Source: an optimization exercise on an open RTL-to-GDS flow (aim: small area and a short achievable clock period). Production flows keep margins and buffers that such runs may drop.
Only simulation tests tie the RTL to the original design; equivalence was not proved.
No driver is modelled on the clock port, so clocking that relies on it looks cheaper here than on a real chip.
Power and IR drop assume default switching activity.

==> run a: inputs <==
==> flow/design.v (excerpt) <==
module hpif_core (
    input  wire        clk,
    input  wire        rst,
    input  wire        s_valid,
    input  wire [1:0]  s,
    input  wire [7:0]  echo_mask,
    output wire        bit_valid,
    output wire        bit_val,
    output wire        bit_sync,
    output wire        m_valid,
    output wire [10:0] m,
    output wire [2:0]  m_class,
    output wire        echo,
    output wire        fault,
    input  wire        c_valid,
    input  wire [1:0]  c_kind,
    input  wire        din,
    input  wire [19:0] dev_id,
    output wire        dout,
    output wire        id_valid,
    output wire [19:0] id,
    output wire        acc_valid
);
==> module hpif_tap, before the edit <==
module hpif_tap (
    input  wire        clk,
    input  wire        rst,
    input  wire        s_valid,
    input  wire [1:0]  s,
    output wire        bit_valid,
    output wire        bit_val,
    output wire        bit_sync,
    output reg         m_valid,
    output wire [10:0] m,
    output wire [2:0]  m_class,
    output wire [7:0]  esel,      
    output wire        fault
);
    localparam [1:0] IDLE = 2'b00, SEG = 2'b01, Z1 = 2'b11, HIT = 2'b10;
    localparam [3:0] NONE = 4'b1111, ONE = 4'b1100;    
    reg  [1:0]  zc;
    reg         fault_r;
    reg         pol;       
    reg  [3:0]  c, t2, t3;
    reg  [3:0]  bitoff;    
    reg  [2:0]  mhi;       
    reg  [7:0]  mlo;       
    wire step  = s_valid && !fault_r;
    wire bad   = s[1] && s[0];
    wire zero  = !s[1] && !s[0];
    wire push  = step && !zero && !bad;
    wire fresh = (zc != SEG);                   
    wire same  = !fresh && (s[1] == pol);       
    function [3:0] inc;
        input [3:0] z;
        inc = {z[2:0], (z[3] | z[2]) & (!(z[3] & z[2]) | (z[1] & z[0]))};
    endfunction
    wire [3:0] c_inc  = inc(c);
    wire [3:0] t2_inc = inc(same ? t2 : c);
    wire [3:0] t3_inc = inc(same ? t3 : t2);
    always @(posedge clk) begin
        if (push) begin
            pol <= s[1];
            c   <= same ? c_inc : (fresh ? NONE : ONE);
            t2  <= fresh ? NONE : t2_inc;
            t3  <= fresh ? NONE : t3_inc;
        end
    end
    wire rec_hit  = (c != NONE);
    wire rec_sync = (t3 != NONE);
    wire symbol   = step && zero && (zc == Z1) && rec_hit;
    localparam [3:0] OFF0 = 4'b0000, OFF10 = 4'b0010;
    wire [3:0] off_base = rec_sync ? OFF0 : bitoff;
    wire [3:0] off_next = {off_base[2:0], ~(off_base[3] ^ off_base[2])};
    wire       off_lt3  = !off_base[3] && !off_base[2] && (off_base[0] || !off_base[1]);
    wire       append   = symbol && (rec_sync || bitoff != OFF0);
    wire       last     = (off_base == OFF10);
    always @(posedge clk) begin
        if (rst) begin
            zc      <= IDLE;
            fault_r <= 1'b0;
            bitoff  <= OFF0;
            m_valid <= 1'b0;
        end else begin
            m_valid <= append && last;
            if (step && bad)
                fault_r <= 1'b1;
            if (step) begin
                if (!zero)
                    zc <= SEG;
                else case (zc)
                    SEG:     zc <= Z1;
                    Z1:      zc <= rec_hit ? HIT : IDLE;
                    default: zc <= IDLE;
                endcase
            end else if (zc == HIT) begin
                zc <= IDLE;
            end
            if (append)
                bitoff <= last ? OFF0 : off_next;
        end
    end
    always @(posedge clk) begin
        if (append) begin
            mlo <= {mlo[6:0], pol};
            if (off_lt3)
                mhi <= {mhi[1:0], pol};
        end
    end
    assign bit_valid = (zc == HIT);
    assign bit_val   = pol;
    assign bit_sync  = rec_sync;
    assign m         = {mhi, mlo};
    assign m_class   = {1'b0, mhi[2] && (mhi[1] || mhi[0]), mhi[2] && (mhi[1] || !mhi[0])};
    assign fault     = fault_r;
    wire       ge3  = !fault_r && (bitoff[3] || bitoff[2] || (bitoff[1] && !bitoff[0]));
    assign     esel = {8{ge3}} & (8'd1 << mhi);
endmodule
export LEC_CHECK = 0
export CAP_MARGIN = 20
export CORE_MARGIN = 2
export CORE_UTILIZATION = 40
export SLEW_MARGIN = 20
export SYNTH_HIERARCHICAL = 1
export SYNTH_MINIMUM_KEEP_SIZE = 0
create_clock -name core_clock -period 22.0 [get_ports {clk}]
standard.sh (not shown) runs the stock make flow with config.mk's settings and CLKGATE_MAP_FILE= SYNTH_SCRIPT=/design/flow/synth_recipe.tcl, a recipe that flattens the netlist after the stock synthesis.
==> flow/flow/run.sh <==
#!/bin/bash
# The standard layout (standard.sh, unchanged synthesis), with:
#  - port buffers of the smallest plain buffer (buf_1) instead of the delay
#    buffer buffer_ports picks by default;
#  - the clock buffered by flow/pre_cts.tcl (three clkbuf_8) instead of
#    TritonCTS's H-tree with dummy loads.
# The whole make output goes to standard.log.
set -o pipefail
here=$(pwd)
bash standard.sh finish \
  "BUFFER_PORTS_ARGS=-buffer_cell sky130_fd_sc_hd__buf_1" \
  "PRE_CTS_TCL=$here/flow/pre_cts.tcl" \
  "CTS_ARGS=-sink_clustering_enable -repair_clock_nets -dont_use_dummy_load" \
  > standard.log 2>&1
==> flow/flow/pre_cts.tcl <==
# Clock buffering in place of TritonCTS's H-tree: the clock sinks are split
# into three groups by x position and each group is driven by its own
# clkbuf_8 at the group's centroid, fed straight from the clock port.
# clock_tree_synthesis then finds the clock already buffered and adds nothing.
set nclk 3
set cbuf sky130_fd_sc_hd__clkbuf_8
set sinks {}
foreach p [get_pins -hierarchical */CLK] {
  set inst [[sta::sta_to_db_pin $p] getInst]
  set loc [$inst getLocation]
  lappend sinks [list [lindex $loc 0] [lindex $loc 1] [get_full_name $p]]
}
set sinks [lsort -integer -index 0 $sinks]
set n [llength $sinks]
set dbu [[ord::get_db_tech] getDbUnitsPerMicron]
for {set g 0} {$g < $nclk} {incr g} {
  set lo [expr {$g * $n / $nclk}]
  set hi [expr {($g + 1) * $n / $nclk - 1}]
  set grp [lrange $sinks $lo $hi]
  set sx 0; set sy 0; set pins {}
  foreach s $grp {
    set sx [expr {$sx + [lindex $s 0]}]
    set sy [expr {$sy + [lindex $s 1]}]
    lappend pins [get_pins [lindex $s 2]]
  }
  set k [llength $grp]
  insert_buffer -buffer_cell $cbuf -net clk -load_pins $pins \
    -location [list [expr {$sx / $k / double($dbu)}] [expr {$sy / $k / double($dbu)}]] \
    -buffer_name clkbuf_g$g -net_name clknet_g$g
}
==> run b (differences from run a) <==
--- a/flow/design.v
+++ b/flow/design.v
@@ -6,7 +6,7 @@
     output wire        bit_valid,
     output wire        bit_val,
     output wire        bit_sync,
-    output reg         m_valid,
+    output wire        m_valid,
     output wire [10:0] m,
     output wire [2:0]  m_class,
     output wire [7:0]  esel,      
@@ -18,9 +18,9 @@
     reg         fault_r;
     reg         pol;       
     reg  [3:0]  c, t2, t3;
-    reg  [3:0]  bitoff;    
     reg  [2:0]  mhi;       
     reg  [7:0]  mlo;       
+    reg         hmk, lmk;  
     wire step  = s_valid && !fault_r;
     wire bad   = s[1] && s[0];
     wire zero  = !s[1] && !s[0];
@@ -45,20 +45,17 @@
     wire rec_hit  = (c != NONE);
     wire rec_sync = (t3 != NONE);
     wire symbol   = step && zero && (zc == Z1) && rec_hit;
-    localparam [3:0] OFF0 = 4'b0000, OFF10 = 4'b0010;
-    wire [3:0] off_base = rec_sync ? OFF0 : bitoff;
-    wire [3:0] off_next = {off_base[2:0], ~(off_base[3] ^ off_base[2])};
-    wire       off_lt3  = !off_base[3] && !off_base[2] && (off_base[0] || !off_base[1]);
-    wire       append   = symbol && (rec_sync || bitoff != OFF0);
-    wire       last     = (off_base == OFF10);
+    wire       idle     = lmk;                        
+    wire       in_rest  = hmk && !lmk;                
+    wire       append   = symbol && (rec_sync || !idle);
+    wire       discard  = symbol && !rec_sync && idle;
     always @(posedge clk) begin
         if (rst) begin
             zc      <= IDLE;
             fault_r <= 1'b0;
-            bitoff  <= OFF0;
-            m_valid <= 1'b0;
+            hmk     <= 1'b0;
+            lmk     <= 1'b1;
         end else begin
-            m_valid <= append && last;
             if (step && bad)
                 fault_r <= 1'b1;
             if (step) begin
@@ -72,24 +69,22 @@
             end else if (zc == HIT) begin
                 zc <= IDLE;
             end
-            if (append)
-                bitoff <= last ? OFF0 : off_next;
-        end
-    end
-    always @(posedge clk) begin
-        if (append) begin
-            mlo <= {mlo[6:0], pol};
-            if (off_lt3)
-                mhi <= {mhi[1:0], pol};
+            if (append && (rec_sync || !hmk))
+                {hmk, mhi} <= rec_sync ? {3'b001, pol} : {mhi, pol};
+            else if (discard)
+                hmk <= 1'b0;
+            if (append && (rec_sync || hmk))
+                {lmk, mlo} <= rec_sync ? 9'b000000001 : {mlo, pol};
         end
     end
     assign bit_valid = (zc == HIT);
+    assign m_valid   = bit_valid && hmk && lmk;
     assign bit_val   = pol;
     assign bit_sync  = rec_sync;
     assign m         = {mhi, mlo};
     assign m_class   = {1'b0, mhi[2] && (mhi[1] || mhi[0]), mhi[2] && (mhi[1] || !mhi[0])};
     assign fault     = fault_r;
-    wire       ge3  = !fault_r && (bitoff[3] || bitoff[2] || (bitoff[1] && !bitoff[0]));
+    wire       ge3  = !fault_r && in_rest;
     assign     esel = {8{ge3}} & (8'd1 << mhi);
 endmodule
 module hpif_echo (
==> flow/flow/run.sh (replaced) <==
#!/bin/bash
# The standard layout (standard.sh), with:
#  - synthesis by flow/synth_area.tcl: the standard synthesis, except that
#    ABC maps all logic but the echo AND-OR for area (flow/area.abc);
#  - port buffers of the smallest plain buffer (buf_1) instead of the delay
#    buffer buffer_ports picks by default;
#  - the clock buffered by flow/pre_cts.tcl (four clkbuf_4) instead of
#    TritonCTS's H-tree with dummy loads.
# The whole make output goes to standard.log.
set -o pipefail
here=$(pwd)
export FLOW_AREA_ABC="$here/flow/area.abc"
bash standard.sh finish \
  "SYNTH_SCRIPT=$here/flow/synth_area.tcl" \
  "BUFFER_PORTS_ARGS=-buffer_cell sky130_fd_sc_hd__buf_1" \
  "PRE_CTS_TCL=$here/flow/pre_cts.tcl" \
  "CTS_ARGS=-sink_clustering_enable -repair_clock_nets -dont_use_dummy_load" \
  > standard.log 2>&1
==> flow/flow/area.abc (new file) <==
strash
dc2
dch
amap
topo
==> flow/flow/pre_cts.tcl (replaced) <==
# Clock buffering in place of TritonCTS's H-tree: the clock sinks are split
# into 2 x 2 groups (by x into halves, then each half by y) and each group is
# driven by its own clkbuf_4 at the group's centroid, fed straight from the
# clock port. clock_tree_synthesis then finds the clock already buffered and
# adds nothing.
set cbuf sky130_fd_sc_hd__clkbuf_4
set sinks {}
foreach p [get_pins -hierarchical */CLK] {
  set inst [[sta::sta_to_db_pin $p] getInst]
  set loc [$inst getLocation]
  lappend sinks [list [lindex $loc 0] [lindex $loc 1] [get_full_name $p]]
}
set sinks [lsort -integer -index 0 $sinks]
set n [llength $sinks]
set half [expr {$n / 2}]
set groups {}
foreach part [list [lrange $sinks 0 [expr {$half - 1}]] [lrange $sinks $half end]] {
  set part [lsort -integer -index 1 $part]
  set m [llength $part]
  lappend groups [lrange $part 0 [expr {$m / 2 - 1}]] [lrange $part [expr {$m / 2}] end]
}
set dbu [[ord::get_db_tech] getDbUnitsPerMicron]
set g 0
foreach grp $groups {
  set sx 0; set sy 0; set pins {}
  foreach s $grp {
    set sx [expr {$sx + [lindex $s 0]}]
    set sy [expr {$sy + [lindex $s 1]}]
    lappend pins [get_pins [lindex $s 2]]
  }
  set k [llength $grp]
  insert_buffer -buffer_cell $cbuf -net clk -load_pins $pins \
    -location [list [expr {$sx / $k / double($dbu)}] [expr {$sy / $k / double($dbu)}]] \
    -buffer_name clkbuf_g$g -net_name clknet_g$g
  incr g
}
==> flow/flow/synth_area.tcl (new file) <==
# synth_recipe.tcl (the standard synthesis) with one change: ABC maps every
# module but hpif_echo for area (flow/area.abc) instead of for speed.
# hpif_echo, the only logic on the critical path (echo_mask -> echo), keeps
# the standard speed mapping. Registers are mapped by dfflibmap before ABC
# runs, so they are the standard synthesis's, with the same names.
proc synth {args} { yosys synth -nofsm -noshare {*}$args }
proc abc {args} {
  yosys abc {*}$args hpif_echo
  set i [lsearch -exact $args -script]
  set area_args [lreplace $args [expr {$i + 1}] [expr {$i + 1}] $::env(FLOW_AREA_ABC)]
  set j [lsearch -exact $area_args -D]
  if {$j >= 0} { set area_args [lreplace $area_args $j [expr {$j + 1}]] }
  yosys abc {*}$area_args hpif_core hpif_tap hpif_device
}
source $::env(SCRIPTS_DIR)/synth.tcl
# left out here: clear keep_hierarchy, flatten, clean up, hide names made inside functions, write 1_2_yosys.v
- CORE_UTILIZATION: 40 -> 60
==> summary of the runs <==
Between run a and run b, the lower power is in run b (gap about 8%, measured against run b). Between run b and run a, the lower synthesized cell count is in run b (gap about 6%, measured against run a). Against run a, the cell count of run b is lower by 9.8%. Against run a, the routed wire length of run b is smaller by 4.8%. In run b the utilization is higher than in run a, by 25 points.
==> figures <==
metric	run a	run b
Result of the run	timing/DRC/antenna clean	timing/DRC/antenna clean
Skew-Pair Late Insertion Delay	0.16 ns	0.18 ns
Area of the core	0.00544 sq mm	0.00331 sq mm
Multi-input combinational cell count	115	97
Layout Utilization	48.4%	73.5%
Met1 Resource Use GR	16.8%	26.3%
Area grow syn2layout	19.1%	18.7%
Net switching fraction of the power	21.1%	21.0%
Clock network power	0.0360 mW	0.0300 mW
Maximum clock frequency	108 MHz	107 MHz
Power per cell area	64.5 mW/mm^2	64.5 mW/mm^2

[what the ideal ports hide]
How much do the figures lean on ideal ports? The routed layouts below were timed once more, with nothing changed but the port constraints. Step 1 assumes that a clkbuf_16 drives the clock port and a buf_2 every other input. Step 2, shift: input delay + t, output delay - t, t = (earliest + latest rising clock arrival at the registers) / 2. This alone moves slack from input paths to output paths. Slacks: ideal ports / drivers / drivers and shift; pairs: ideal ports / drivers.
run | t, ns | slack for setup (ns) | worst setup path after step 2 | worst register clock-pin slew, ns | worst data-port slew with drivers (ns)
run a | 0.203 | 12.702 / 12.675 / 12.675 | input to output | 0.11 / 0.11 | 0.04
run b | 0.218 | 12.667 / 12.646 / 12.646 | input to output | 0.12 / 0.12 | 0.04
After both steps every run listed still meets setup and hold. The setup slack of run a, which loses most, moves by -0.027 ns with the drivers and by -0.027 ns with both steps.
